From an optimization exercise on the open Yosys and OpenROAD flow, aimed at small area, a short achievable clock period and few clock cycles per item; shortcuts taken in it are not production practice. The RTL was checked by simulation tests, not by an equivalence proof against the original design. No activity file was given, so power comes from the tool's default toggle rates.

<file path="design/flow/flow/run.sh">
#!/bin/bash
# Layout flow: the standard ORFS layout (standard.sh), with two changes to
# how the layout is made:
#  - port buffers are buf_4 cells instead of the resizer's default pick;
#  - clock tree: larger sink clusters and no dummy loads.
# Each step's full output goes to orfs/logs as usual; standard.sh's own output
# goes to std.log in this folder.
set -euo pipefail
export BUFFER_PORTS_ARGS="-buffer_cell sky130_fd_sc_hd__buf_4"
export CTS_ARGS="-sink_clustering_enable -repair_clock_nets -dont_use_dummy_load -sink_clustering_size 24 -sink_clustering_max_diameter 100"
bash standard.sh > std.log 2>&1
</file>
<file path="design/flow/standard.sh">
#!/bin/bash
# synth_recipe.tcl (not shown) runs the flow's synth.tcl, then flattens the netlist and writes it again
# the make line also repeats each setting of config.mk as NAME=value (left out here)
make -C /OpenROAD-flow-scripts/flow DESIGN_CONFIG=/design/flow/config.mk WORK_HOME=/design/flow/orfs CLKGATE_MAP_FILE= SYNTH_SCRIPT=/design/flow/synth_recipe.tcl "${@:-finish}"
</file>
<file path="design/flow/constraint.sdc">
create_clock -name core_clock -period 70.0 [get_ports {clk}]
set_input_delay 14.0000 -clock core_clock [delete_from_list [all_inputs] [get_ports {clk}]]
set_output_delay 14.0000 -clock core_clock [all_outputs]
set_load 0.01 [all_outputs]
</file>
<file path="design/flow/config.mk">
export PLATFORM = sky130hd
export DESIGN_NAME = sds_dither
export DESIGN_NICKNAME = sds_dither
export VERILOG_FILES = /design/flow/design.v
export SDC_FILE = /design/flow/constraint.sdc
export NUM_CORES = 4
export LEC_CHECK = 0
export CAP_MARGIN = 20
export CORE_MARGIN = 2
export CORE_UTILIZATION = 40
export SLEW_MARGIN = 20
</file>
<file path="design/flow/design.v">
module sds_sa1 (
    input  wire [11:0] t,
    input  wire [12:0] e,
    input  wire        en,
    output wire [11:0] y
);
    wire [17:0] n1;
    ad_bk18 u_n1 (.a({2'b00, t, 4'b0111}), .b({{5{e[12]}}, e}), .ci(~e[12]), .s(n1));
    wire ov = ~n1[17] & (n1[16] | (&n1[15:8] & |n1[7:4]));
    wire ng = n1[17];
    wire keep = ~en;
    wire pass = en & ~ng & ~ov;
    assign y[11:4] = ({8{keep}} & t[11:4]) | ({8{pass}} & n1[15:8]) | {8{en & ov}};
    assign y[3:0]  = ({4{keep}} & t[3:0])  | ({4{pass}} & n1[7:4]);
endmodule
module sds_sa3 (
    input  wire [11:0] t,
    input  wire [12:0] e,
    input  wire        en,
    output wire [11:0] y
);
    wire [17:0] n1 = {2'b00, t, 4'b0111} ^ {{4{e[12]}}, e, 1'b0} ^ {{5{e[12]}}, e};
    wire [17:0] n2 = {(({2'b00, t, 4'b0111} & {{4{e[12]}}, e, 1'b0}) | ({2'b00, t, 4'b0111} & {{5{e[12]}}, e}) | ({{4{e[12]}}, e, 1'b0} & {{5{e[12]}}, e}))} << 1;
    wire [17:0] n3;
    ad_bk18 u_n3 (.a(n1), .b(n2), .ci(~e[12]), .s(n3));
    wire ov = ~n3[17] & (n3[16] | (&n3[15:8] & |n3[7:4]));
    wire ng = n3[17];
    wire keep = ~en;
    wire pass = en & ~ng & ~ov;
    assign y[11:4] = ({8{keep}} & t[11:4]) | ({8{pass}} & n3[15:8]) | {8{en & ov}};
    assign y[3:0]  = ({4{keep}} & t[3:0])  | ({4{pass}} & n3[7:4]);
endmodule
module sds_sa5 (
    input  wire [11:0] t,
    input  wire [12:0] e,
    input  wire        en,
    output wire [11:0] y
);
    wire [17:0] n1 = {2'b00, t, 4'b0111} ^ {{3{e[12]}}, e, 2'b00} ^ {{5{e[12]}}, e};
    wire [17:0] n2 = {(({2'b00, t, 4'b0111} & {{3{e[12]}}, e, 2'b00}) | ({2'b00, t, 4'b0111} & {{5{e[12]}}, e}) | ({{3{e[12]}}, e, 2'b00} & {{5{e[12]}}, e}))} << 1;
    wire [17:0] n3;
    ad_bk18 u_n3 (.a(n1), .b(n2), .ci(~e[12]), .s(n3));
    wire ov = ~n3[17] & (n3[16] | (&n3[15:8] & |n3[7:4]));
    wire ng = n3[17];
    wire keep = ~en;
    wire pass = en & ~ng & ~ov;
    assign y[11:4] = ({8{keep}} & t[11:4]) | ({8{pass}} & n3[15:8]) | {8{en & ov}};
    assign y[3:0]  = ({4{keep}} & t[3:0])  | ({4{pass}} & n3[7:4]);
endmodule
module sds_sa7 (
    input  wire [11:0] t,
    input  wire [12:0] e,
    input  wire        en,
    output wire [11:0] y
);
    wire [17:0] n1 = {2'b00, t, 4'b1000} ^ {{2{e[12]}}, e, 3'b000} ^ ~{{5{e[12]}}, e};
    wire [17:0] n2 = {(({2'b00, t, 4'b1000} & {{2{e[12]}}, e, 3'b000}) | ({2'b00, t, 4'b1000} & ~{{5{e[12]}}, e}) | ({{2{e[12]}}, e, 3'b000} & ~{{5{e[12]}}, e}))} << 1;
    wire [17:0] n3;
    ad_sk18 u_n3 (.a(n1), .b(n2), .ci(~e[12]), .s(n3));
    wire [17:0] n4 = n1 ^ n2 ^ 18'd196848;
    wire [17:0] n5 = {((n1 & n2) | (n1 & 18'd196848) | (n2 & 18'd196848))} << 1;
    wire zc;
    cy_sk17 u_zc (.a(n4[16:0]), .b(n5[16:0]), .ci(~e[12]), .co(zc));
    wire ov = ~(n4[17] ^ n5[17] ^ zc);
    wire ng = n3[17];
    wire keep = ~en;
    wire pass = en & ~ng & ~ov;
    assign y[11:4] = ({8{keep}} & t[11:4]) | ({8{pass}} & n3[15:8]) | {8{en & ov}};
    assign y[3:0]  = ({4{keep}} & t[3:0])  | ({4{pass}} & n3[7:4]);
endmodule
module ad_bk18 (input [17:0] a, input [17:0] b, input ci, output [17:0] s);
  wire [17:0] p0 = a ^ b;
  wire [17:0] g0 = a & b;
  wire g1_1 = g0[1] | (p0[1] & (g0[0] | (p0[0] & ci)));
  wire g1_3 = g0[3] | (p0[3] & g0[2]);
  wire p1_3 = p0[3] & p0[2];
  wire g1_5 = g0[5] | (p0[5] & g0[4]);
  wire p1_5 = p0[5] & p0[4];
  wire g1_7 = g0[7] | (p0[7] & g0[6]);
  wire p1_7 = p0[7] & p0[6];
  wire g1_9 = g0[9] | (p0[9] & g0[8]);
  wire p1_9 = p0[9] & p0[8];
  wire g1_11 = g0[11] | (p0[11] & g0[10]);
  wire p1_11 = p0[11] & p0[10];
  wire g1_13 = g0[13] | (p0[13] & g0[12]);
  wire p1_13 = p0[13] & p0[12];
  wire g1_15 = g0[15] | (p0[15] & g0[14]);
  wire p1_15 = p0[15] & p0[14];
  wire g1_17 = g0[17] | (p0[17] & g0[16]);
  wire p1_17 = p0[17] & p0[16];
  wire g2_3 = g1_3 | (p1_3 & g1_1);
  wire g2_7 = g1_7 | (p1_7 & g1_5);
  wire p2_7 = p1_7 & p1_5;
  wire g2_11 = g1_11 | (p1_11 & g1_9);
  wire p2_11 = p1_11 & p1_9;
  wire g2_15 = g1_15 | (p1_15 & g1_13);
  wire p2_15 = p1_15 & p1_13;
  wire g3_7 = g2_7 | (p2_7 & g2_3);
  wire g3_15 = g2_15 | (p2_15 & g2_11);
  wire p3_15 = p2_15 & p2_11;
  wire g4_15 = g3_15 | (p3_15 & g3_7);
  wire g5_11 = g2_11 | (p2_11 & g3_7);
  wire g6_5 = g1_5 | (p1_5 & g2_3);
  wire g6_9 = g1_9 | (p1_9 & g3_7);
  wire g6_13 = g1_13 | (p1_13 & g5_11);
  wire g6_17 = g1_17 | (p1_17 & g4_15);
  wire g7_2 = g0[2] | (p0[2] & g1_1);
  wire g7_4 = g0[4] | (p0[4] & g2_3);
  wire g7_6 = g0[6] | (p0[6] & g6_5);
  wire g7_8 = g0[8] | (p0[8] & g3_7);
  wire g7_10 = g0[10] | (p0[10] & g6_9);
  wire g7_12 = g0[12] | (p0[12] & g5_11);
  wire g7_14 = g0[14] | (p0[14] & g6_13);
  wire g7_16 = g0[16] | (p0[16] & g4_15);
  assign s[0] = p0[0] ^ ci;
  assign s[1] = p0[1] ^ (g0[0] | (p0[0] & ci));
  assign s[2] = p0[2] ^ g1_1;
  assign s[3] = p0[3] ^ g7_2;
  assign s[4] = p0[4] ^ g2_3;
  assign s[5] = p0[5] ^ g7_4;
  assign s[6] = p0[6] ^ g6_5;
  assign s[7] = p0[7] ^ g7_6;
  assign s[8] = p0[8] ^ g3_7;
  assign s[9] = p0[9] ^ g7_8;
  assign s[10] = p0[10] ^ g6_9;
  assign s[11] = p0[11] ^ g7_10;
  assign s[12] = p0[12] ^ g5_11;
  assign s[13] = p0[13] ^ g7_12;
  assign s[14] = p0[14] ^ g6_13;
  assign s[15] = p0[15] ^ g7_14;
  assign s[16] = p0[16] ^ g4_15;
  assign s[17] = p0[17] ^ g7_16;
endmodule
module ad_sk18 (input [17:0] a, input [17:0] b, input ci, output [17:0] s);
  wire [17:0] p0 = a ^ b;
  wire [17:0] g0 = a & b;
  wire g1_1 = g0[1] | (p0[1] & (g0[0] | (p0[0] & ci)));
  wire g1_3 = g0[3] | (p0[3] & g0[2]);
  wire p1_3 = p0[3] & p0[2];
  wire g1_5 = g0[5] | (p0[5] & g0[4]);
  wire p1_5 = p0[5] & p0[4];
  wire g1_7 = g0[7] | (p0[7] & g0[6]);
  wire p1_7 = p0[7] & p0[6];
  wire g1_9 = g0[9] | (p0[9] & g0[8]);
  wire p1_9 = p0[9] & p0[8];
  wire g1_11 = g0[11] | (p0[11] & g0[10]);
  wire p1_11 = p0[11] & p0[10];
  wire g1_13 = g0[13] | (p0[13] & g0[12]);
  wire p1_13 = p0[13] & p0[12];
  wire g1_15 = g0[15] | (p0[15] & g0[14]);
  wire p1_15 = p0[15] & p0[14];
  wire g1_17 = g0[17] | (p0[17] & g0[16]);
  wire p1_17 = p0[17] & p0[16];
  wire g2_2 = g0[2] | (p0[2] & g1_1);
  wire g2_3 = g1_3 | (p1_3 & g1_1);
  wire g2_6 = g0[6] | (p0[6] & g1_5);
  wire p2_6 = p0[6] & p1_5;
  wire g2_7 = g1_7 | (p1_7 & g1_5);
  wire p2_7 = p1_7 & p1_5;
  wire g2_10 = g0[10] | (p0[10] & g1_9);
  wire p2_10 = p0[10] & p1_9;
  wire g2_11 = g1_11 | (p1_11 & g1_9);
  wire p2_11 = p1_11 & p1_9;
  wire g2_14 = g0[14] | (p0[14] & g1_13);
  wire p2_14 = p0[14] & p1_13;
  wire g2_15 = g1_15 | (p1_15 & g1_13);
  wire p2_15 = p1_15 & p1_13;
  wire g3_4 = g0[4] | (p0[4] & g2_3);
  wire g3_5 = g1_5 | (p1_5 & g2_3);
  wire g3_6 = g2_6 | (p2_6 & g2_3);
  wire g3_7 = g2_7 | (p2_7 & g2_3);
  wire g3_12 = g0[12] | (p0[12] & g2_11);
  wire p3_12 = p0[12] & p2_11;
  wire g3_13 = g1_13 | (p1_13 & g2_11);
  wire p3_13 = p1_13 & p2_11;
  wire g3_14 = g2_14 | (p2_14 & g2_11);
  wire p3_14 = p2_14 & p2_11;
  wire g3_15 = g2_15 | (p2_15 & g2_11);
  wire p3_15 = p2_15 & p2_11;
  wire g4_8 = g0[8] | (p0[8] & g3_7);
  wire g4_9 = g1_9 | (p1_9 & g3_7);
  wire g4_10 = g2_10 | (p2_10 & g3_7);
  wire g4_11 = g2_11 | (p2_11 & g3_7);
  wire g4_12 = g3_12 | (p3_12 & g3_7);
  wire g4_13 = g3_13 | (p3_13 & g3_7);
  wire g4_14 = g3_14 | (p3_14 & g3_7);
  wire g4_15 = g3_15 | (p3_15 & g3_7);
  wire g5_16 = g0[16] | (p0[16] & g4_15);
  wire g5_17 = g1_17 | (p1_17 & g4_15);
  assign s[0] = p0[0] ^ ci;
  assign s[1] = p0[1] ^ (g0[0] | (p0[0] & ci));
  assign s[2] = p0[2] ^ g1_1;
  assign s[3] = p0[3] ^ g2_2;
  assign s[4] = p0[4] ^ g2_3;
  assign s[5] = p0[5] ^ g3_4;
  assign s[6] = p0[6] ^ g3_5;
  assign s[7] = p0[7] ^ g3_6;
  assign s[8] = p0[8] ^ g3_7;
  assign s[9] = p0[9] ^ g4_8;
  assign s[10] = p0[10] ^ g4_9;
  assign s[11] = p0[11] ^ g4_10;
  assign s[12] = p0[12] ^ g4_11;
  assign s[13] = p0[13] ^ g4_12;
  assign s[14] = p0[14] ^ g4_13;
  assign s[15] = p0[15] ^ g4_14;
  assign s[16] = p0[16] ^ g4_15;
  assign s[17] = p0[17] ^ g5_16;
endmodule
module cy_sk17 (input [16:0] a, input [16:0] b, input ci, output co);
  wire t0_0g = (a[1] & b[1]) | ((a[1] | b[1]) & ((a[0] & b[0]) | ((a[0] | b[0]) & ci)));
  wire t0_2g = (a[3] & b[3]) | ((a[3] | b[3]) & (a[2] & b[2]));
  wire t0_2p = (a[3] | b[3]) & (a[2] | b[2]);
  wire t0_4g = (a[5] & b[5]) | ((a[5] | b[5]) & (a[4] & b[4]));
  wire t0_4p = (a[5] | b[5]) & (a[4] | b[4]);
  wire t0_6g = (a[7] & b[7]) | ((a[7] | b[7]) & (a[6] & b[6]));
  wire t0_6p = (a[7] | b[7]) & (a[6] | b[6]);
  wire t0_8g = (a[9] & b[9]) | ((a[9] | b[9]) & (a[8] & b[8]));
  wire t0_8p = (a[9] | b[9]) & (a[8] | b[8]);
  wire t0_10g = (a[11] & b[11]) | ((a[11] | b[11]) & (a[10] & b[10]));
  wire t0_10p = (a[11] | b[11]) & (a[10] | b[10]);
  wire t0_12g = (a[13] & b[13]) | ((a[13] | b[13]) & (a[12] & b[12]));
  wire t0_12p = (a[13] | b[13]) & (a[12] | b[12]);
  wire t0_14g = (a[15] & b[15]) | ((a[15] | b[15]) & (a[14] & b[14]));
  wire t0_14p = (a[15] | b[15]) & (a[14] | b[14]);
  wire t1_0g = t0_2g | (t0_2p & t0_0g);
  wire t1_2g = t0_6g | (t0_6p & t0_4g);
  wire t1_2p = t0_6p & t0_4p;
  wire t1_4g = t0_10g | (t0_10p & t0_8g);
  wire t1_4p = t0_10p & t0_8p;
  wire t1_6g = t0_14g | (t0_14p & t0_12g);
  wire t1_6p = t0_14p & t0_12p;
  wire t2_0g = t1_2g | (t1_2p & t1_0g);
  wire t2_2g = t1_6g | (t1_6p & t1_4g);
  wire t2_2p = t1_6p & t1_4p;
  wire t3_0g = t2_2g | (t2_2p & t2_0g);
  wire t4_0g = (a[16] & b[16]) | ((a[16] | b[16]) & t3_0g);
  assign co = t4_0g;
endmodule
module ad_bk24 (input [23:0] a, input [23:0] b, input ci, output [23:0] s);
  wire [23:0] p0 = a ^ b;
  wire [23:0] g0 = a & b;
  wire g1_1 = g0[1] | (p0[1] & (g0[0] | (p0[0] & ci)));
  wire g1_3 = g0[3] | (p0[3] & g0[2]);
  wire p1_3 = p0[3] & p0[2];
  wire g1_5 = g0[5] | (p0[5] & g0[4]);
  wire p1_5 = p0[5] & p0[4];
  wire g1_7 = g0[7] | (p0[7] & g0[6]);
  wire p1_7 = p0[7] & p0[6];
  wire g1_9 = g0[9] | (p0[9] & g0[8]);
  wire p1_9 = p0[9] & p0[8];
  wire g1_11 = g0[11] | (p0[11] & g0[10]);
  wire p1_11 = p0[11] & p0[10];
  wire g1_13 = g0[13] | (p0[13] & g0[12]);
  wire p1_13 = p0[13] & p0[12];
  wire g1_15 = g0[15] | (p0[15] & g0[14]);
  wire p1_15 = p0[15] & p0[14];
  wire g1_17 = g0[17] | (p0[17] & g0[16]);
  wire p1_17 = p0[17] & p0[16];
  wire g1_19 = g0[19] | (p0[19] & g0[18]);
  wire p1_19 = p0[19] & p0[18];
  wire g1_21 = g0[21] | (p0[21] & g0[20]);
  wire p1_21 = p0[21] & p0[20];
  wire g1_23 = g0[23] | (p0[23] & g0[22]);
  wire p1_23 = p0[23] & p0[22];
  wire g2_3 = g1_3 | (p1_3 & g1_1);
  wire g2_7 = g1_7 | (p1_7 & g1_5);
  wire p2_7 = p1_7 & p1_5;
  wire g2_11 = g1_11 | (p1_11 & g1_9);
  wire p2_11 = p1_11 & p1_9;
  wire g2_15 = g1_15 | (p1_15 & g1_13);
  wire p2_15 = p1_15 & p1_13;
  wire g2_19 = g1_19 | (p1_19 & g1_17);
  wire p2_19 = p1_19 & p1_17;
  wire g2_23 = g1_23 | (p1_23 & g1_21);
  wire p2_23 = p1_23 & p1_21;
  wire g3_7 = g2_7 | (p2_7 & g2_3);
  wire g3_15 = g2_15 | (p2_15 & g2_11);
  wire p3_15 = p2_15 & p2_11;
  wire g3_23 = g2_23 | (p2_23 & g2_19);
  wire p3_23 = p2_23 & p2_19;
  wire g4_15 = g3_15 | (p3_15 & g3_7);
  wire g5_23 = g3_23 | (p3_23 & g4_15);
  wire g6_11 = g2_11 | (p2_11 & g3_7);
  wire g6_19 = g2_19 | (p2_19 & g4_15);
  wire g7_5 = g1_5 | (p1_5 & g2_3);
  wire g7_9 = g1_9 | (p1_9 & g3_7);
  wire g7_13 = g1_13 | (p1_13 & g6_11);
  wire g7_17 = g1_17 | (p1_17 & g4_15);
  wire g7_21 = g1_21 | (p1_21 & g6_19);
  wire g8_2 = g0[2] | (p0[2] & g1_1);
  wire g8_4 = g0[4] | (p0[4] & g2_3);
  wire g8_6 = g0[6] | (p0[6] & g7_5);
  wire g8_8 = g0[8] | (p0[8] & g3_7);
  wire g8_10 = g0[10] | (p0[10] & g7_9);
  wire g8_12 = g0[12] | (p0[12] & g6_11);
  wire g8_14 = g0[14] | (p0[14] & g7_13);
  wire g8_16 = g0[16] | (p0[16] & g4_15);
  wire g8_18 = g0[18] | (p0[18] & g7_17);
  wire g8_20 = g0[20] | (p0[20] & g6_19);
  wire g8_22 = g0[22] | (p0[22] & g7_21);
  assign s[0] = p0[0] ^ ci;
  assign s[1] = p0[1] ^ (g0[0] | (p0[0] & ci));
  assign s[2] = p0[2] ^ g1_1;
  assign s[3] = p0[3] ^ g8_2;
  assign s[4] = p0[4] ^ g2_3;
  assign s[5] = p0[5] ^ g8_4;
  assign s[6] = p0[6] ^ g7_5;
  assign s[7] = p0[7] ^ g8_6;
  assign s[8] = p0[8] ^ g3_7;
  assign s[9] = p0[9] ^ g8_8;
  assign s[10] = p0[10] ^ g7_9;
  assign s[11] = p0[11] ^ g8_10;
  assign s[12] = p0[12] ^ g6_11;
  assign s[13] = p0[13] ^ g8_12;
  assign s[14] = p0[14] ^ g7_13;
  assign s[15] = p0[15] ^ g8_14;
  assign s[16] = p0[16] ^ g4_15;
  assign s[17] = p0[17] ^ g8_16;
  assign s[18] = p0[18] ^ g7_17;
  assign s[19] = p0[19] ^ g8_18;
  assign s[20] = p0[20] ^ g6_19;
  assign s[21] = p0[21] ^ g8_20;
  assign s[22] = p0[22] ^ g7_21;
  assign s[23] = p0[23] ^ g8_22;
endmodule
module ge_sk24 (input [23:0] a, input [23:0] b, output ge);
  wire [23:0] nb = ~b;
  wire t0_0g = (a[1] & nb[1]) | ((a[1] | nb[1]) & (a[0] | nb[0]));
  wire t0_2g = (a[3] & nb[3]) | ((a[3] | nb[3]) & (a[2] & nb[2]));
  wire t0_2p = (a[3] | nb[3]) & (a[2] | nb[2]);
  wire t0_4g = (a[5] & nb[5]) | ((a[5] | nb[5]) & (a[4] & nb[4]));
  wire t0_4p = (a[5] | nb[5]) & (a[4] | nb[4]);
  wire t0_6g = (a[7] & nb[7]) | ((a[7] | nb[7]) & (a[6] & nb[6]));
  wire t0_6p = (a[7] | nb[7]) & (a[6] | nb[6]);
  wire t0_8g = (a[9] & nb[9]) | ((a[9] | nb[9]) & (a[8] & nb[8]));
  wire t0_8p = (a[9] | nb[9]) & (a[8] | nb[8]);
  wire t0_10g = (a[11] & nb[11]) | ((a[11] | nb[11]) & (a[10] & nb[10]));
  wire t0_10p = (a[11] | nb[11]) & (a[10] | nb[10]);
  wire t0_12g = (a[13] & nb[13]) | ((a[13] | nb[13]) & (a[12] & nb[12]));
  wire t0_12p = (a[13] | nb[13]) & (a[12] | nb[12]);
  wire t0_14g = (a[15] & nb[15]) | ((a[15] | nb[15]) & (a[14] & nb[14]));
  wire t0_14p = (a[15] | nb[15]) & (a[14] | nb[14]);
  wire t0_16g = (a[17] & nb[17]) | ((a[17] | nb[17]) & (a[16] & nb[16]));
  wire t0_16p = (a[17] | nb[17]) & (a[16] | nb[16]);
  wire t0_18g = (a[19] & nb[19]) | ((a[19] | nb[19]) & (a[18] & nb[18]));
  wire t0_18p = (a[19] | nb[19]) & (a[18] | nb[18]);
  wire t0_20g = (a[21] & nb[21]) | ((a[21] | nb[21]) & (a[20] & nb[20]));
  wire t0_20p = (a[21] | nb[21]) & (a[20] | nb[20]);
  wire t0_22g = (a[23] & nb[23]) | ((a[23] | nb[23]) & (a[22] & nb[22]));
  wire t0_22p = (a[23] | nb[23]) & (a[22] | nb[22]);
  wire t1_0g = t0_2g | (t0_2p & t0_0g);
  wire t1_2g = t0_6g | (t0_6p & t0_4g);
  wire t1_2p = t0_6p & t0_4p;
  wire t1_4g = t0_10g | (t0_10p & t0_8g);
  wire t1_4p = t0_10p & t0_8p;
  wire t1_6g = t0_14g | (t0_14p & t0_12g);
  wire t1_6p = t0_14p & t0_12p;
  wire t1_8g = t0_18g | (t0_18p & t0_16g);
  wire t1_8p = t0_18p & t0_16p;
  wire t1_10g = t0_22g | (t0_22p & t0_20g);
  wire t1_10p = t0_22p & t0_20p;
  wire t2_0g = t1_2g | (t1_2p & t1_0g);
  wire t2_2g = t1_6g | (t1_6p & t1_4g);
  wire t2_2p = t1_6p & t1_4p;
  wire t2_4g = t1_10g | (t1_10p & t1_8g);
  wire t2_4p = t1_10p & t1_8p;
  wire t3_0g = t2_2g | (t2_2p & t2_0g);
  wire t4_0g = t2_4g | (t2_4p & t3_0g);
  assign ge = t4_0g;
endmodule
module ad_rc9 (input [8:0] a, input [8:0] b, input ci, output [8:0] s);
  wire [9:0] c; assign c[0] = ci;
  genvar i;
  generate for (i = 0; i < 9; i = i + 1) begin : g
    assign s[i] = a[i] ^ b[i] ^ c[i];
    assign c[i+1] = (a[i] & b[i]) | (c[i] & (a[i] ^ b[i]));
  end endgenerate
endmodule
module sds_nearest (
    input  wire [11:0] vr,
    input  wire [11:0] vg,
    input  wire [11:0] vb,
    output wire [2:0]  idx,
    output wire [12:0] er,
    output wire [12:0] eg,
    output wire [12:0] eb
);
    wire [23:0] n1 = {12'b0, vr} ^ {6'b0, vr, 6'b0} ^ ~{4'b0, vr, 8'b0};
    wire [23:0] n2 = {(({12'b0, vr} & {6'b0, vr, 6'b0}) | ({12'b0, vr} & ~{4'b0, vr, 8'b0}) | ({6'b0, vr, 6'b0} & ~{4'b0, vr, 8'b0}))} << 1;
    wire [23:0] n3 = n1 ^ n2 ^ 24'd8388609;
    wire [23:0] n4 = {((n1 & n2) | (n1 & 24'd8388609) | (n2 & 24'd8388609))} << 1;
    wire [23:0] n5;
    ad_bk24 u_n5 (.a(n3), .b(n4), .ci(1'b0), .s(n5));
    wire [23:0] h0 = n5;
    wire [23:0] n6 = {6'b0, vr, 6'b0} ^ ~{12'b0, vg} ^ {4'b0, vg, 8'b0};
    wire [23:0] n7 = {(({6'b0, vr, 6'b0} & ~{12'b0, vg}) | ({6'b0, vr, 6'b0} & {4'b0, vg, 8'b0}) | (~{12'b0, vg} & {4'b0, vg, 8'b0}))} << 1;
    wire [23:0] n8 = ~{12'b0, vb} ^ {4'b0, vb, 8'b0} ^ 24'd6828010;
    wire [23:0] n9 = {((~{12'b0, vb} & {4'b0, vb, 8'b0}) | (~{12'b0, vb} & 24'd6828010) | ({4'b0, vb, 8'b0} & 24'd6828010))} << 1;
    wire [23:0] n10 = n6 ^ n7 ^ n8;
    wire [23:0] n11 = {((n6 & n7) | (n6 & n8) | (n7 & n8))} << 1;
    wire [23:0] n12 = n10 ^ n11 ^ n9;
    wire [23:0] n13 = {((n10 & n11) | (n10 & n9) | (n11 & n9))} << 1;
    wire [23:0] n14;
    ad_bk24 u_n14 (.a(n12), .b(n13), .ci(1'b0), .s(n14));
    wire [23:0] h1 = n14;
    wire [23:0] n15 = {10'b0, vr, 2'b0} ^ ~{5'b0, vr, 7'b0} ^ {11'b0, vg, 1'b0};
    wire [23:0] n16 = {(({10'b0, vr, 2'b0} & ~{5'b0, vr, 7'b0}) | ({10'b0, vr, 2'b0} & {11'b0, vg, 1'b0}) | (~{5'b0, vr, 7'b0} & {11'b0, vg, 1'b0}))} << 1;
    wire [23:0] n17 = {9'b0, vg, 3'b0} ^ {5'b0, vg, 7'b0} ^ ~{10'b0, vb, 2'b0};
    wire [23:0] n18 = {(({9'b0, vg, 3'b0} & {5'b0, vg, 7'b0}) | ({9'b0, vg, 3'b0} & ~{10'b0, vb, 2'b0}) | ({5'b0, vg, 7'b0} & ~{10'b0, vb, 2'b0}))} << 1;
    wire [23:0] n19 = n15 ^ n16 ^ n17;
    wire [23:0] n20 = {((n15 & n16) | (n15 & n17) | (n16 & n17))} << 1;
    wire [23:0] n21 = n18 ^ {7'b0, vb, 5'b0} ^ 24'd8194074;
    wire [23:0] n22 = {((n18 & {7'b0, vb, 5'b0}) | (n18 & 24'd8194074) | ({7'b0, vb, 5'b0} & 24'd8194074))} << 1;
    wire [23:0] n23 = n19 ^ n20 ^ n21;
    wire [23:0] n24 = {((n19 & n20) | (n19 & n21) | (n20 & n21))} << 1;
    wire [23:0] n25 = n23 ^ n24 ^ n22;
    wire [23:0] n26 = {((n23 & n24) | (n23 & n22) | (n24 & n22))} << 1;
    wire [23:0] n27;
    ad_bk24 u_n27 (.a(n25), .b(n26), .ci(1'b0), .s(n27));
    wire [23:0] h2 = n27;
    wire [23:0] n28 = {12'b0, vr} ^ {10'b0, vr, 2'b0} ^ {7'b0, vr, 5'b0};
    wire [23:0] n29 = {(({12'b0, vr} & {10'b0, vr, 2'b0}) | ({12'b0, vr} & {7'b0, vr, 5'b0}) | ({10'b0, vr, 2'b0} & {7'b0, vr, 5'b0}))} << 1;
    wire [23:0] n30 = ~{5'b0, vr, 7'b0} ^ {6'b0, vg, 6'b0} ^ ~{12'b0, vb};
    wire [23:0] n31 = {((~{5'b0, vr, 7'b0} & {6'b0, vg, 6'b0}) | (~{5'b0, vr, 7'b0} & ~{12'b0, vb}) | ({6'b0, vg, 6'b0} & ~{12'b0, vb}))} << 1;
    wire [23:0] n32 = n28 ^ n29 ^ n30;
    wire [23:0] n33 = {((n28 & n29) | (n28 & n30) | (n29 & n30))} << 1;
    wire [23:0] n34 = n31 ^ {4'b0, vb, 8'b0} ^ 24'd7755642;
    wire [23:0] n35 = {((n31 & {4'b0, vb, 8'b0}) | (n31 & 24'd7755642) | ({4'b0, vb, 8'b0} & 24'd7755642))} << 1;
    wire [23:0] n36 = n32 ^ n33 ^ n34;
    wire [23:0] n37 = {((n32 & n33) | (n32 & n34) | (n33 & n34))} << 1;
    wire [23:0] n38 = n36 ^ n37 ^ n35;
    wire [23:0] n39 = {((n36 & n37) | (n36 & n35) | (n37 & n35))} << 1;
    wire [23:0] n40;
    ad_bk24 u_n40 (.a(n38), .b(n39), .ci(1'b0), .s(n40));
    wire [23:0] h3 = n40;
    wire [23:0] h4 = 24'd8096760;
    wire [23:0] n41 = {6'b0, vr, 6'b0} ^ ~{12'b0, vg} ^ {10'b0, vg, 2'b0};
    wire [23:0] n42 = {(({6'b0, vr, 6'b0} & ~{12'b0, vg}) | ({6'b0, vr, 6'b0} & {10'b0, vg, 2'b0}) | (~{12'b0, vg} & {10'b0, vg, 2'b0}))} << 1;
    wire [23:0] n43 = ~{8'b0, vg, 4'b0} ^ {4'b0, vg, 8'b0} ^ ~{9'b0, vb, 3'b0};
    wire [23:0] n44 = {((~{8'b0, vg, 4'b0} & {4'b0, vg, 8'b0}) | (~{8'b0, vg, 4'b0} & ~{9'b0, vb, 3'b0}) | ({4'b0, vg, 8'b0} & ~{9'b0, vb, 3'b0}))} << 1;
    wire [23:0] n45 = n41 ^ n42 ^ n43;
    wire [23:0] n46 = {((n41 & n42) | (n41 & n43) | (n42 & n43))} << 1;
    wire [23:0] n47 = n44 ^ {6'b0, vb, 6'b0} ^ 24'd7370931;
    wire [23:0] n48 = {((n44 & {6'b0, vb, 6'b0}) | (n44 & 24'd7370931) | ({6'b0, vb, 6'b0} & 24'd7370931))} << 1;
    wire [23:0] n49 = n45 ^ n46 ^ n47;
    wire [23:0] n50 = {((n45 & n46) | (n45 & n47) | (n46 & n47))} << 1;
    wire [23:0] n51 = n49 ^ n50 ^ n48;
    wire [23:0] n52 = {((n49 & n50) | (n49 & n48) | (n50 & n48))} << 1;
    wire [23:0] n53;
    ad_bk24 u_n53 (.a(n51), .b(n52), .ci(1'b0), .s(n53));
    wire [23:0] h5 = n53;
    wire [23:0] n54 = {12'b0, vr} ^ {9'b0, vr, 3'b0} ^ {7'b0, vr, 5'b0};
    wire [23:0] n55 = {(({12'b0, vr} & {9'b0, vr, 3'b0}) | ({12'b0, vr} & {7'b0, vr, 5'b0}) | ({9'b0, vr, 3'b0} & {7'b0, vr, 5'b0}))} << 1;
    wire [23:0] n56 = ~{11'b0, vg, 1'b0} ^ {5'b0, vg, 7'b0} ^ 24'd7831009;
    wire [23:0] n57 = {((~{11'b0, vg, 1'b0} & {5'b0, vg, 7'b0}) | (~{11'b0, vg, 1'b0} & 24'd7831009) | ({5'b0, vg, 7'b0} & 24'd7831009))} << 1;
    wire [23:0] n58 = n54 ^ n55 ^ n56;
    wire [23:0] n59 = {((n54 & n55) | (n54 & n56) | (n55 & n56))} << 1;
    wire [23:0] n60 = n58 ^ n59 ^ n57;
    wire [23:0] n61 = {((n58 & n59) | (n58 & n57) | (n59 & n57))} << 1;
    wire [23:0] n62;
    ad_bk24 u_n62 (.a(n60), .b(n61), .ci(1'b0), .s(n62));
    wire [23:0] h6 = n62;
    wire [23:0] n63 = ~{12'b0, vr} ^ {10'b0, vr, 2'b0} ^ {10'b0, vg, 2'b0};
    wire [23:0] n64 = {((~{12'b0, vr} & {10'b0, vr, 2'b0}) | (~{12'b0, vr} & {10'b0, vg, 2'b0}) | ({10'b0, vr, 2'b0} & {10'b0, vg, 2'b0}))} << 1;
    wire [23:0] n65 = {7'b0, vg, 5'b0} ^ {5'b0, vg, 7'b0} ^ {10'b0, vb, 2'b0};
    wire [23:0] n66 = {(({7'b0, vg, 5'b0} & {5'b0, vg, 7'b0}) | ({7'b0, vg, 5'b0} & {10'b0, vb, 2'b0}) | ({5'b0, vg, 7'b0} & {10'b0, vb, 2'b0}))} << 1;
    wire [23:0] n67 = ~{8'b0, vb, 4'b0} ^ {4'b0, vb, 8'b0} ^ 24'd7396066;
    wire [23:0] n68 = {((~{8'b0, vb, 4'b0} & {4'b0, vb, 8'b0}) | (~{8'b0, vb, 4'b0} & 24'd7396066) | ({4'b0, vb, 8'b0} & 24'd7396066))} << 1;
    wire [23:0] n69 = n63 ^ n64 ^ n65;
    wire [23:0] n70 = {((n63 & n64) | (n63 & n65) | (n64 & n65))} << 1;
    wire [23:0] n71 = n66 ^ n67 ^ n68;
    wire [23:0] n72 = {((n66 & n67) | (n66 & n68) | (n67 & n68))} << 1;
    wire [23:0] n73 = n69 ^ n70 ^ n71;
    wire [23:0] n74 = {((n69 & n70) | (n69 & n71) | (n70 & n71))} << 1;
    wire [23:0] n75 = n73 ^ n74 ^ n72;
    wire [23:0] n76 = {((n73 & n74) | (n73 & n72) | (n74 & n72))} << 1;
    wire [23:0] n77;
    ad_bk24 u_n77 (.a(n75), .b(n76), .ci(1'b0), .s(n77));
    wire [23:0] h7 = n77;
    wire ge02;
    ge_sk24 u_ge02 (.a(h0), .b(h2), .ge(ge02));
    wire ge03;
    ge_sk24 u_ge03 (.a(h0), .b(h3), .ge(ge03));
    wire ge04;
    ge_sk24 u_ge04 (.a(h0), .b(h4), .ge(ge04));
    wire ge15;
    ge_sk24 u_ge15 (.a(h1), .b(h5), .ge(ge15));
    wire ge17;
    ge_sk24 u_ge17 (.a(h1), .b(h7), .ge(ge17));
    wire ge23;
    ge_sk24 u_ge23 (.a(h2), .b(h3), .ge(ge23));
    wire ge24;
    ge_sk24 u_ge24 (.a(h2), .b(h4), .ge(ge24));
    wire ge25;
    ge_sk24 u_ge25 (.a(h2), .b(h5), .ge(ge25));
    wire ge26;
    ge_sk24 u_ge26 (.a(h2), .b(h6), .ge(ge26));
    wire ge27;
    ge_sk24 u_ge27 (.a(h2), .b(h7), .ge(ge27));
    wire ge34;
    ge_sk24 u_ge34 (.a(h3), .b(h4), .ge(ge34));
    wire ge36;
    ge_sk24 u_ge36 (.a(h3), .b(h6), .ge(ge36));
    wire ge37;
    ge_sk24 u_ge37 (.a(h3), .b(h7), .ge(ge37));
    wire ge46;
    ge_sk24 u_ge46 (.a(h4), .b(h6), .ge(ge46));
    wire ge47;
    ge_sk24 u_ge47 (.a(h4), .b(h7), .ge(ge47));
    wire ge56;
    ge_sk24 u_ge56 (.a(h5), .b(h6), .ge(ge56));
    wire ge57;
    ge_sk24 u_ge57 (.a(h5), .b(h7), .ge(ge57));
    wire ge67;
    ge_sk24 u_ge67 (.a(h6), .b(h7), .ge(ge67));
    wire w0 = ge02 & ge03 & ge04;
    wire w1 = ge15 & ge17;
    wire w2 = ~ge02 & ge23 & ge24 & ge25 & ge26 & ge27;
    wire w3 = ~ge03 & ~ge23 & ge34 & ge36 & ge37;
    wire w4 = ~ge04 & ~ge24 & ~ge34 & ge46 & ge47;
    wire w5 = ~ge15 & ~ge25 & ge56 & ge57;
    wire w6 = ~ge26 & ~ge36 & ~ge46 & ~ge56 & ge67;
    wire w7 = ~ge17 & ~ge27 & ~ge37 & ~ge47 & ~ge57 & ~ge67;
    assign idx = {w4 | w5 | w6 | w7, w2 | w3 | w6 | w7, w1 | w3 | w5 | w7};
    wire [8:0] n78;
    ad_rc9 u_n78 (.a({1'b0, vr[11:4]}), .b(9'd445), .ci(1'b0), .s(n78));
    wire [8:0] n79;
    ad_rc9 u_n79 (.a({1'b0, vr[11:4]}), .b(9'd412), .ci(1'b0), .s(n79));
    wire [8:0] n80;
    ad_rc9 u_n80 (.a({1'b0, vr[11:4]}), .b(9'd321), .ci(1'b0), .s(n80));
    wire [8:0] n81;
    ad_rc9 u_n81 (.a({1'b0, vr[11:4]}), .b(9'd318), .ci(1'b0), .s(n81));
    wire [8:0] n82;
    ad_rc9 u_n82 (.a({1'b0, vr[11:4]}), .b(9'd280), .ci(1'b0), .s(n82));
    wire [8:0] n83;
    ad_rc9 u_n83 (.a({1'b0, vr[11:4]}), .b(9'd257), .ci(1'b0), .s(n83));
    assign er = {({9{w0}} & {1'b0, vr[11:4]}) | ({9{w2}} & n78) | ({9{w3}} & n79) | ({9{w4}} & n80) | ({9{w7}} & n81) | ({9{w6}} & n82) | ({9{w1 | w5}} & n83), vr[3:0]};
    wire [8:0] n84;
    ad_rc9 u_n84 (.a({1'b0, vg[11:4]}), .b(9'd448), .ci(1'b0), .s(n84));
    wire [8:0] n85;
    ad_rc9 u_n85 (.a({1'b0, vg[11:4]}), .b(9'd386), .ci(1'b0), .s(n85));
    wire [8:0] n86;
    ad_rc9 u_n86 (.a({1'b0, vg[11:4]}), .b(9'd374), .ci(1'b0), .s(n86));
    wire [8:0] n87;
    ad_rc9 u_n87 (.a({1'b0, vg[11:4]}), .b(9'd348), .ci(1'b0), .s(n87));
    wire [8:0] n88;
    ad_rc9 u_n88 (.a({1'b0, vg[11:4]}), .b(9'd269), .ci(1'b0), .s(n88));
    wire [8:0] n89;
    ad_rc9 u_n89 (.a({1'b0, vg[11:4]}), .b(9'd257), .ci(1'b0), .s(n89));
    assign eg = {({9{w0 | w4}} & {1'b0, vg[11:4]}) | ({9{w3}} & n84) | ({9{w6}} & n85) | ({9{w2}} & n86) | ({9{w7}} & n87) | ({9{w5}} & n88) | ({9{w1}} & n89), vg[3:0]};
    wire [8:0] n90;
    ad_rc9 u_n90 (.a({1'b0, vb[11:4]}), .b(9'd484), .ci(1'b0), .s(n90));
    wire [8:0] n91;
    ad_rc9 u_n91 (.a({1'b0, vb[11:4]}), .b(9'd456), .ci(1'b0), .s(n91));
    wire [8:0] n92;
    ad_rc9 u_n92 (.a({1'b0, vb[11:4]}), .b(9'd268), .ci(1'b0), .s(n92));
    wire [8:0] n93;
    ad_rc9 u_n93 (.a({1'b0, vb[11:4]}), .b(9'd257), .ci(1'b0), .s(n93));
    assign eb = {({9{w0 | w4 | w6}} & {1'b0, vb[11:4]}) | ({9{w2}} & n90) | ({9{w5}} & n91) | ({9{w7}} & n92) | ({9{w1 | w3}} & n93), vb[3:0]};
endmodule
module sds_dither (
    input  wire        clk,
    input  wire        rst,
    input  wire        start,
    input  wire [6:0]  cfg_width,
    input  wire [8:0]  cfg_height,
    output reg         busy,
    output reg         geom_err,
    input  wire        in_valid,
    output reg         in_ready,
    input  wire [23:0] in_rgb,
    output reg         out_valid,
    input  wire        out_ready,
    output reg  [2:0]  out_idx
);
    localparam integer MAX_W = 64;
    localparam integer MAX_H = 480;
    localparam integer CAP   = 6;       
    localparam integer EW    = 39;      
    reg        run;            
    reg [6:0]  w;              
    reg [8:0]  h;
    reg        vi;             
    reg [23:0] rgb_q;
    reg [5:0]  px;             
    reg [8:0]  py;
    reg        vb;             
    reg        xb0;            
    reg        ph1, ph2;       
    reg [2:0]  nfl;            
    reg        pop_q;
    reg        st;             
    wire w_lo0   = ~|cfg_width[5:0];
    wire w_ok    = cfg_width[6] ? w_lo0 : ~w_lo0;
    wire h_ok    = (|cfg_height) & ~(&cfg_height[8:5] & |cfg_height[4:0]);
    wire geom_ok = w_ok & h_ok;
    wire go      = start & geom_ok;                  
    wire idle_in = ~run & ~vi & ~st;                 
    wire slow      = (w < 7'd3);                     
    wire px_last   = ({1'b0, px} == w - 7'd1);
    wire px_penult = ({1'b0, px} == w - 7'd2);
    wire py_last   = (py == h - 9'd1);
    wire py_penult = (py == h - 9'd2);
    wire last_in   = vi ? ((px_penult & py_last) | ((w == 7'd1) & py_penult))
                        : (px_last & py_last);
    wire [2:0] nf  = nfl + {2'b0, vi} - {2'b0, pop_q};
    wire room      = ({1'b0, nf} + {3'b0, in_ready} + 4'd1) <= CAP;
    wire last_out  = ~run & (nf == 3'd1);
    wire rdy_v1    = run & ~(in_ready & last_in) & room & ~(slow & (in_ready | vi));
    wire rdy_v0    = run & room & ~(slow & vi);
    wire run_v1    = run & ~(in_ready & last_in);
    always @(posedge clk) begin
        rgb_q <= in_rgb;
        if (idle_in) begin                           
            w <= cfg_width;
            h <= cfg_height;
        end
        if (rst) begin
            run      <= 1'b0;
            busy     <= 1'b0;
            geom_err <= 1'b0;
            in_ready <= 1'b0;
            vi       <= 1'b0;
            vb       <= 1'b0;
            ph1      <= 1'b0;
            ph2      <= 1'b0;
            nfl      <= 3'd0;
            pop_q    <= 1'b0;
            st       <= 1'b0;
        end else begin
            if (busy) begin
                run      <= st | (in_valid ? run_v1 : run);
                busy     <= ~(out_ready & out_valid & last_out);
                in_ready <= st | (in_valid ? rdy_v1 : rdy_v0);
                st       <= 1'b0;
            end else begin
                busy     <= go;
                st       <= go;
                if (start)
                    geom_err <= ~geom_ok;
            end
            vi       <= in_valid & in_ready;
            vb       <= vi;
            ph1      <= vi & slow & px_last;
            ph2      <= ph1 & (w == 7'd1);
            nfl      <= nf;
            pop_q    <= out_valid & out_ready;
        end
        if (idle_in) begin
            px <= 6'd0;
            py <= 9'd0;
        end else if (vi) begin
            if (px_last) begin
                px <= 6'd0;
                py <= py + 9'd1;
            end else begin
                px <= px + 6'd1;
            end
        end
        xb0 <= (px == 6'd0);
    end
    wire shift = vi | ph1 | ph2;
    wire [EW-1:0] e_cur;             
    reg  [EW-1:0] sr0, sr1;          
    reg  [EW-1:0] t_u, t_ul;         
    reg  [30*EW-1:0] seg30;
    reg  [16*EW-1:0] seg16;
    reg  [8*EW-1:0]  seg8;
    reg  [4*EW-1:0]  seg4;
    reg  [2*EW-1:0]  seg2;
    reg  [EW-1:0]    seg1;
    wire [6:0] weff = slow ? 7'd3 : w;
    wire [5:0] m    = weff[5:0] - 6'd3;
    wire       u30  = (m >= 6'd30);
    wire [4:0] mr   = u30 ? (m - 6'd30) : m[4:0];
    wire [EW-1:0] o30 = u30   ? seg30[30*EW-1 -: EW] : sr1;
    wire [EW-1:0] o16 = mr[4] ? seg16[16*EW-1 -: EW] : o30;
    wire [EW-1:0] o8  = mr[3] ? seg8[8*EW-1 -: EW]   : o16;
    wire [EW-1:0] o4  = mr[2] ? seg4[4*EW-1 -: EW]   : o8;
    wire [EW-1:0] o2  = mr[1] ? seg2[2*EW-1 -: EW]   : o4;
    wire [EW-1:0] t_ur = mr[0] ? seg1 : o2;
    always @(posedge clk) begin
        if (shift | vb)
            sr0 <= e_cur;
        if (shift)
            sr1 <= vb ? e_cur : sr0;
        if (shift) begin
            seg30 <= {seg30[29*EW-1:0], sr1};
            seg16 <= {seg16[15*EW-1:0], o30};
            seg8  <= {seg8[7*EW-1:0],   o16};
            seg4  <= {seg4[3*EW-1:0],   o8};
            seg2  <= {seg2[EW-1:0],     o4};
            seg1  <= o2;
            t_u   <= t_ur;
            t_ul  <= t_u;
        end
    end
    wire up   = (py != 9'd0);
    wire m_ul = up & (px != 6'd0);
    wire m_u  = up;
    wire m_ur = up & ~px_last;
    reg  [35:0] a3_q;
    wire [35:0] a3;
    genvar c;
    generate
        for (c = 0; c < 3; c = c + 1) begin : g_a
            localparam integer PB = 16 - 8 * c;
            localparam integer EB = 26 - 13 * c;
            localparam integer VB = 24 - 12 * c;
            wire [11:0] t1, t2;
            sds_sa1 u_s1 (.t({rgb_q[PB +: 8], 4'b0000}), .e(t_ul[EB +: 13]), .en(m_ul), .y(t1));
            sds_sa5 u_s5 (.t(t1), .e(t_u[EB +: 13]),  .en(m_u),  .y(t2));
            sds_sa3 u_s3 (.t(t2), .e(t_ur[EB +: 13]), .en(m_ur), .y(a3[VB +: 12]));
        end
    endgenerate
    always @(posedge clk)
        a3_q <= a3;
    wire [35:0] v;
    generate
        for (c = 0; c < 3; c = c + 1) begin : g_b
            localparam integer EB = 26 - 13 * c;
            localparam integer VB = 24 - 12 * c;
            sds_sa7 u_s7 (.t(a3_q[VB +: 12]), .e(sr1[EB +: 13]), .en(~xb0), .y(v[VB +: 12]));
        end
    endgenerate
    wire [2:0] k;
    wire signed [12:0] er, eg, eb;
    sds_nearest u_nearest (
        .vr(v[35:24]), .vg(v[23:12]), .vb(v[11:0]),
        .idx(k),
        .er(er), .eg(eg), .eb(eb)
    );
    assign e_cur = {er, eg, eb};
    reg [2:0] fq0, fq1, fq2, fq3, fq4;
    reg [2:0] wp, rp;
    reg [2:0] fc;
    wire       fq_any  = (fc != 3'd0);
    wire [2:0] fq_head = (rp == 3'd0) ? fq0 : (rp == 3'd1) ? fq1 : (rp == 3'd2) ? fq2 :
                         (rp == 3'd3) ? fq3 : fq4;
    wire [2:0] rp_nx   = (rp == 3'd4) ? 3'd0 : rp + 3'd1;
    wire [2:0] wp_nx   = (wp == 3'd4) ? 3'd0 : wp + 3'd1;
    wire       ofree   = ~out_valid | out_ready;
    always @(posedge clk) begin
        if (vb) begin
            case (wp)
                3'd0: fq0 <= k;
                3'd1: fq1 <= k;
                3'd2: fq2 <= k;
                3'd3: fq3 <= k;
                default: fq4 <= k;
            endcase
        end
        if (rst) begin
            out_valid <= 1'b0;
            wp <= 3'd0;
            rp <= 3'd0;
            fc <= 3'd0;
        end else begin
            if (vb)
                wp <= wp_nx;
            if (ofree) begin
                out_valid <= fq_any;
                out_idx   <= fq_head;
                if (fq_any)
                    rp <= rp_nx;
                fc <= fc + {2'b0, vb} - {2'b0, fq_any};
            end else begin
                fc <= fc + {2'b0, vb};
            end
        end
    end
endmodule
</file>
==> results of run 1 <==
==> power by group <==
| part | internal (mW) | switching [mW] | leakage, nW | total [mW] |
|---|---|---|---|---|
| sequential | 1.76 | 0.00785 | 23.9 | 1.77 |
| clock | 0.366 | 0.462 | 1.76 | 0.827 |
| combinational | 0.663 | 1.31 | 22.0 | 1.97 |
==> Yosys cell counts, types with 24 or more instances <==
cell / n
o211ai_1: 35
xor2_1: 106
a22o_1: 24
nand4_1: 29
xnor2_1: 120
nand3_1: 58
o22ai_1: 59
a31oi_1: 55
nor2_1: 403
or3_1: 30
o21ai_0: 199
dfxtp_1: 99
a211oi_1: 61
o221ai_1: 26
fa_1: 505
mux2_2: 103
maj3_1: 80
clkbuf_1: 120
edfxtp_1: 2569
ha_1: 679
nand2_1: 424
a21oi_1: 220
nor4_1: 32
nor3_1: 75
and2_1: 45
or2_2: 49
nor2b_1: 61
inv_1: 1019
a22oi_1: 40
and3_1: 28
a21o_1: 82
o21a_1: 32
nand2b_1: 86
==> layout make-up <==
class	count	area, um2
Multi-Input combinational cell	4110	37210
Clock buffer	143	3578
Inverter	1025	3849
Tap cell	3958	4952
Timing Repair Buffer	188	1493
Antenna cell	3	7.507
Fill cell	26700	169600
Sequential cell	2668	79130
==> logic make-up after synthesis <==
kind of cell | count (synthesis)
XOR/XNOR | 226
buffers and inverters | 1166
AND/OR/NAND/NOR | 1378
AO/OA/AOI/OAI | 1122
multiplexers | 120
flip-flops | 2668
adder cells (fa/ha/maj) | 1264
==> how the worst max path moves through the flow <==
| stage | to | slack, ns | cells after the start |
|---|---|---|---|
| 6_report | busy | 54.55 | 1 |
| 5_1_grt | sr1[9] | 54.27 | 48 |
| 4_1_cts | busy | 54.47 | 1 |
| 3_5_place_dp | geom_err | 54.59 | 7 |
| 3_3_place_gp | geom_err | 54.54 | 7 |
| 2_1_floorplan | sr0[0] | 12.79 | 2 |
==> worst register-to-register path: cells and delay by family, from the launching register on <==
family,cells,cell delay [ns]
compound gates,22,5.29
xor+xnor,1,0.15
fa+ha+maj,9,3.62
buf+inv,7,1.75
flops,1,0.75
simple gates,9,3.18
==> routing by layer <==
metal / part of all wire / GRT usage / wire (um)
met1: 0.46 / 0.2588 / 128300
met2: 0.46 / 0.2827 / 128200
met3: 0.044 / 0.01990 / 12410
met4: 0.039 / 0.06596 / 10840
met5: 0.000046 / 0 / 13
==> metrics by stage <==
step | instance area [um2] | hold slack [ns] | cells | power (mW) | setup slack [ns]
floorplan | 120500 | 0.4003 | 7944 | 2.989 | 12.79
global route | 130200 | 0.3492 | 12090 | 4.783 | 54.27
global placement | 126500 | 0.4002 | 11950 | 3.730 | 54.54
detailed placement | 126600 | 0.4045 | 11950 | 3.741 | 54.59
finish | 130200 | 0.3271 | 12100 | 4.565 | 54.55
CTS | 130200 | 0.3324 | 12090 | 4.586 | 54.47
==> placed cells by master, fill, tap and decap left out, drive strengths merged, types with 17 or more instances in the layout <==
cell	instances
a211oi	62
a21o	82
a21oi	220
a221oi	23
a22o	24
a22oi	40
a31oi	56
and2	45
and3	28
buf	188
clkbuf	143
dfxtp	99
edfxtp	2569
fa	505
ha	679
inv	1020
maj3	80
mux2	103
mux2i	17
nand2	424
nand2b	87
nand3	58
nand4	29
nor2	403
nor2b	61
nor3	76
nor4	32
o211ai	37
o21a	32
o21ai	207
o21bai	21
o221ai	26
o22ai	59
o31ai	20
or2	53
or3	30
xnor2	120
xor2	106
==> state kept, by name (all words and copies together), names as in the netlist, 6 cells and up <==
| register | cells |
|---|---|
| a3_q | 36 |
| h | 9 |
| px | 6 |
| py | 9 |
| rgb_q | 24 |
| seg1 | 39 |
| seg16 | 624 |
| seg2 | 78 |
| seg30 | 1170 |
| seg4 | 156 |
| seg8 | 312 |
| sr0 | 39 |
| sr1 | 39 |
| t_u | 39 |
| t_ul | 39 |
| w | 7 |
==> impl_metrics.py, run 1 <==
metrics = {
    "yosys": {
        "synth_largest_area_cell": "edfxtp_1",
        "ys_types": 100,
        "synth_simple_gate_area_frac": 0.05414,
        "synthXorXnorAreaFrac": 0.01642,
        "synthMuxAreaShare": 0.01107,
        "synth-async-reset-ratio": 0,
        "synth_area_leaders": "edfxtp_1 64%, fa_1 8.4%, ha_1 7.0%, inv_1 3.2%, dfxtp_1 1.6%",
        "synth_area_um2": 120500,
        "synth_top_family_by_area": "adder cells",
        "synth-adder-area-share": 0.1610,
        "yosysSeqAreaShare": 0.6565,
        "synth_warnings": 1,
        "synth_edf_count": 2569,
        "synth_area_per_cell_um2": 15.17,
        "syn_inst": 7944,
        "synth_compound_area_frac": 0.06434,
        "ys_seq_elements": 2668,
        "synth.net_count": 9173,
        "synth_ff_type": "edfxtp_1",
        "synth_top_area_frac": 0.6401,
    },
    "clocking": {
        "cts_resized": 0,
        "numCtsBuffers": 143,
        "cts.path.max_buffers": 4,
        "htreeDepth": 4,
        "path_clk_slew_ns": 0.09,
        "tritoncts": "done",
        "cts-root-buf": "clkbuf_16",
        "clk_latency_ns": 0.83,
        "cts_num_sinks": 2668,
        "postCtsSetupRepairBufs": 0,
        "cts_hold_buf": 0,
    },
    "cells_and_area": {
        "syn_to_final_growth_pct": 8.048,
        "drive_above_1_share": 0.06885,
        "nets": 9365,
        "post-route-util": 0.4344,
    },
    "hold_path": {
        "worstHoldEndpoint": "seg8[230]",
        "hold_class": "reg2reg",
        "hold_path_depth": 0,
        "hp-start": "seg8[191]",
    },
    "route": {
        "vias_per_cell": 5.263,
        "wl_per_cell_um": 23.13,
        "drt_wl_total_um": 279800,
        "drt_first_iter_violations": 6111,
        "antenna_left": 0,
        "vias": 63660,
        "drt-pass1-iter-count": 6,
        "drc": 0,
    },
    "critical_path": {
        "cp_slowest_cell": "dfxtp_1",
        "startpoint": "busy",
        "crit_arrival_ns": 1.45,
        "cp-start-kind": "register",
        "r2r-start": "sr1[38]",
        "required_ns": 56.00,
        "crit_chain": "buf_4",
        "r2r_end": "sr1[9]",
        "critPathBufInv": 1,
        "endpoint_kind": "primary output",
        "critPathMaxStageDelay_ns": 0.47,
        "worst_path_dominant_cell_family": "flip-flops",
        "path_class": "reg2out",
        "crit_fanout": 7,
        "r2r_cells": 48,
        "rrSetupSlack_ns": 54.97,
    },
    "timing": {
        "max_clock_freq_ghz": 0.06474,
        "period_needed_ns": 15.45,
        "worstMarginPinSlew_ns": 1.120,
        "rsz0062_at_grt": "false",
        "fin_skew_ns": 0.1045,
        "tns_ns": 0,
        "slew_viol_final": 0,
        "post-route-period-util": 0.2207,
        "slew_headroom": 0.2455,
        "finalSetupViolations": 0,
        "finalHoldViolCount": 0,
    },
    "floorplan": {
        "dieArea_um2": 305700,
        "rows": 201,
        "die_w_um": 552.9,
        "ios": 52,
        "design.core.area_um2": 299800,
        "start_util": 0.4020,
        "die_y_um": 552.9,
    },
    "global_routing": {
        "grt_pass1_wl_um": 413100,
        "overflow": 0,
        "antenna_found_initial": 10,
        "grt_max_degree": 208,
        "first_global_vias": 63350,
        "grt_usage": 0.1801,
    },
    "power": {
        "p_leak_nw": 47.73,
        "ir_drop_mv": 0.05278,
        "power_density_nw_per_um2": 35.06,
    },
    "place": {
        "port_buffers": 51,
        "hpwl_um": 200100,
        "gp_congestion": 0.9216,
    },
    "run_status": {
        "outcome": "finished clean",
    },
    "job": {
        "max-cap-violations": 0,
    },
}
Testbench counts, summed over its fixed seeds: cycles 60,960, pixels 60,672.
==> run 2, diff against run 1 <==
--- a/design/flow/config.mk
+++ b/design/flow/config.mk
@@ -5,6 +5,7 @@
 export SDC_FILE = /design/flow/constraint.sdc
 export NUM_CORES = 4
 export LEC_CHECK = 0
+export ABC_AREA = 1
 export CAP_MARGIN = 20
 export CORE_MARGIN = 2
 export CORE_UTILIZATION = 40
==> run 2 against run 1 <==
  * Clock-buffer cell count decreased by 2
  * Largest cell class unchanged
  * Combinational power decreased by 9.6%
  * Power decreased by 4.4%
  * Critical path type unchanged
  * Hold slack improved by 0.030 ns
  * Critical endpoint unchanged
==> impl_metrics.py, run 2 <==
metrics = {
    "run_status": {
        "outcome": "finished clean",
    },
    "floorplan": {
        "design.core.area_um2": 299500,
        "ios": 52,
        "dieArea_um2": 304900,
        "rows": 201,
        "die_y_um": 552.2,
        "start_util": 0.4013,
        "die_w_um": 552.2,
    },
    "critical_path": {
        "critPathBufInv": 1,
        "cp-start-kind": "register",
        "crit_arrival_ns": 1.36,
        "worst_path_dominant_cell_family": "flip-flops",
        "cp_slowest_cell": "dfxtp_1",
        "crit_fanout": 5,
        "crit_chain": "buf_4",
        "critPathMaxStageDelay_ns": 0.40,
        "required_ns": 56.00,
        "path_class": "reg2out",
        "endpoint_kind": "primary output",
    },
    "yosys": {
        "synth_largest_area_cell": "edfxtp_1",
        "synth-async-reset-ratio": 0,
        "synth_warnings": 1,
        "synth_top_area_frac": 0.6418,
        "synth_common_cells": "2569 x edfxtp_1, 1416 x inv_1, 1153 x nand2_1, 679 x ha_1, 505 x fa_1",
        "yosysSeqAreaShare": 0.6583,
        "synth.net_count": 9883,
        "synth_area_per_cell_um2": 13.89,
        "synth_area_um2": 120200,
        "synth_edf_count": 2569,
        "synth_ff_type": "edfxtp_1",
        "ys_seq_elements": 2668,
        "synth_area_leaders": "edfxtp_1 64%, fa_1 8.4%, ha_1 7.1%, inv_1 4.4%, nand2_1 3.6%",
        "yosysMostFrequentCell": "edfxtp_1",
        "syn_inst": 8654,
        "ys_types": 81,
    },
    "cells_and_area": {
        "nets": 10090,
        "stdcell_count": 12820,
        "syn_to_final_growth_pct": 7.864,
        "final_cell_mix": "2569 x edfxtp_1, 1413 x inv_1, 1153 x nand2_1, 679 x ha_1, 505 x fa_1",
        "post-route-util": 0.4329,
        "largest-register": "seg30",
        "finalInstanceArea_um2": 129700,
        "mostFrequentLayoutCell": "edfxtp_1",
        "drive_above_1_share": 0.05892,
        "top_regs": "seg30: 1170 flops, seg16: 624 flops, seg8: 312 flops",
        "largest_reg_flops": 1170,
    },
    "clocking": {
        "cts.path.max_buffers": 4,
        "htreeDepth": 4,
        "cts-root-buf": "clkbuf_16",
        "cts_num_sinks": 2668,
        "cts_resized": 0,
        "cts_hold_buf": 0,
        "tritoncts": "done",
        "postCtsSetupRepairBufs": 0,
        "numCtsBuffers": 141,
        "path_clk_slew_ns": 0.09,
        "clk_latency_ns": 0.83,
    },
    "timing": {
        "finalHoldViolCount": 0,
        "tns_ns": 0,
        "worstMarginPinSlew_ns": 1.200,
        "slew_viol_final": 0,
        "layout_setup_ws_ns": 54.64,
        "rsz0062_at_grt": "false",
        "hold_slack_ns": 0.3570,
        "finalSetupViolations": 0,
        "period_needed_ns": 15.36,
        "post-route-period-util": 0.2194,
        "fin_skew_ns": 0.07784,
        "max_clock_freq_ghz": 0.06510,
        "slew_headroom": 0.1941,
    },
    "route": {
        "drc": 0,
        "vias": 64090,
        "drt_first_iter_violations": 5507,
        "antenna_left": 0,
        "wl_met3_um": 12290,
        "wl_met2_um": 115200,
        "wl_per_cell_um": 19.72,
        "drt-pass1-iter-count": 6,
        "drt_wl_total_um": 252800,
        "vias_per_cell": 4.998,
        "met1_length_um": 119800,
        "top_layer": "met5",
    },
    "place": {
        "gp_congestion": 0.8615,
        "place_area_um2": 126000,
        "dp.cells": 12670,
        "port_buffers": 51,
        "place_ws_ns": 54.49,
        "hpwl_um": 178200,
    },
    "power": {
        "p_total_mw": 4.365,
        "power_density_nw_per_um2": 33.67,
        "ir_drop_mv": 0.03337,
        "p_leak_nw": 49.99,
    },
    "hold_path": {
        "hold_class": "reg2reg",
    },
    "job": {
        "max-cap-violations": 0,
    },
    "global_routing": {
        "grt_max_degree": 218,
        "overflow": 0,
        "first_global_vias": 64140,
        "grt_usage": 0.1636,
        "antenna_found_initial": 12,
        "grt_pass1_wl_um": 385700,
    },
}
run 2: cell count changes after synthesis, sizes merged, moves of 33 or more:
cell    delta
mux2     -101
nor2      +61
clkbuf    -71
a31oi     +33
xnor2     -49
o21ai     +44
inv      +449
maj3      -79
a21o      -62
nand3    +209
nor2b     -60
nand2b    -87
nand2    +774
run 2: cells by family (layout without fill, tap and decap cells):
group / count (synthesis) / after routing / share of synthesized area
and+or+nand+nor: 2142 / 2142 / 0.07668
xor gates and xnor gates: 169 / 169 / 0.01231
buffers and inverters: 1563 / 1768 / 0.04957
other: 0 / 4 / 0
muxes: 4 / 4 / 0.0003539
adders and majority gates: 1185 / 1185 / 0.1549
AOI/OAI and AO/OA: 923 / 923 / 0.04793
DFF: 2668 / 2668 / 0.6583
run 2: layout make-up:
type                            count  area [um2]
Antenna cell                        4       10.01
Clock buffer                      141        3528
Fill cell                       26670      169900
Inverter                         1474        5538
Multi-Input combinational cell   4423       35210
Sequential cell                  2668       79130
Tap cell                         3958        4952
Timing Repair Buffer              153        1291
run 2: final timing paths:
kind                     end  depth (start not counted)  slack [ns]  startpoint
setup / recovery        busy                          1       54.64        busy
hold / removal    seg16[327]                          0        0.36  seg16[288]
setup reg to reg      fq1[2]                         47       57.08     sr1[36]
hold reg to reg   seg16[327]                          0        0.36  seg16[288]
run 2: power by group:
group	switching, mW	total, mW	internal (mW)
sequential	0.00587	1.77	1.76
clock	0.456	0.817	0.361
combinational	1.24	1.78	0.541
total	1.70	4.36	2.66
run 2: metal layers:
layer,up-vias,track usage
li1,30030,-
met1,32320,0.2435
met2,1447,0.2572
met3,286,0.01802
met4,2,0.03857
met5,-,0

[afterwards: timing with drivers on the ports]
No port has a modelled driver above. Below, the same layouts with a new extraction and two added sets of constraints. Step 1, drivers: a clkbuf_16 drives clk and a buf_2 each remaining input, both assumed. Step 2 also shifts input and output timing later by t, the mid clock arrival at the registers, as if the neighbouring blocks saw the same clock. a / b / c = no drivers / after step 1 / after step 2; a / b = the first two.
run	shift t [ns]	slack for setup (ns)	clock arrival spread, ns	slew at the worst register clock pin (ns)	worst slew at a driven data input, ns
run 1	0.891	54.554 / 54.447 / 54.609	0.125 / 0.125	0.10 / 0.10	0.05
run 2	0.879	54.640 / 54.553 / 54.496	0.084 / 0.083	0.11 / 0.11	0.19
After both steps setup and hold are still met in every run listed. The setup slack of run 2, which loses most, moves by -0.087 ns with the drivers and by -0.144 ns with both steps.
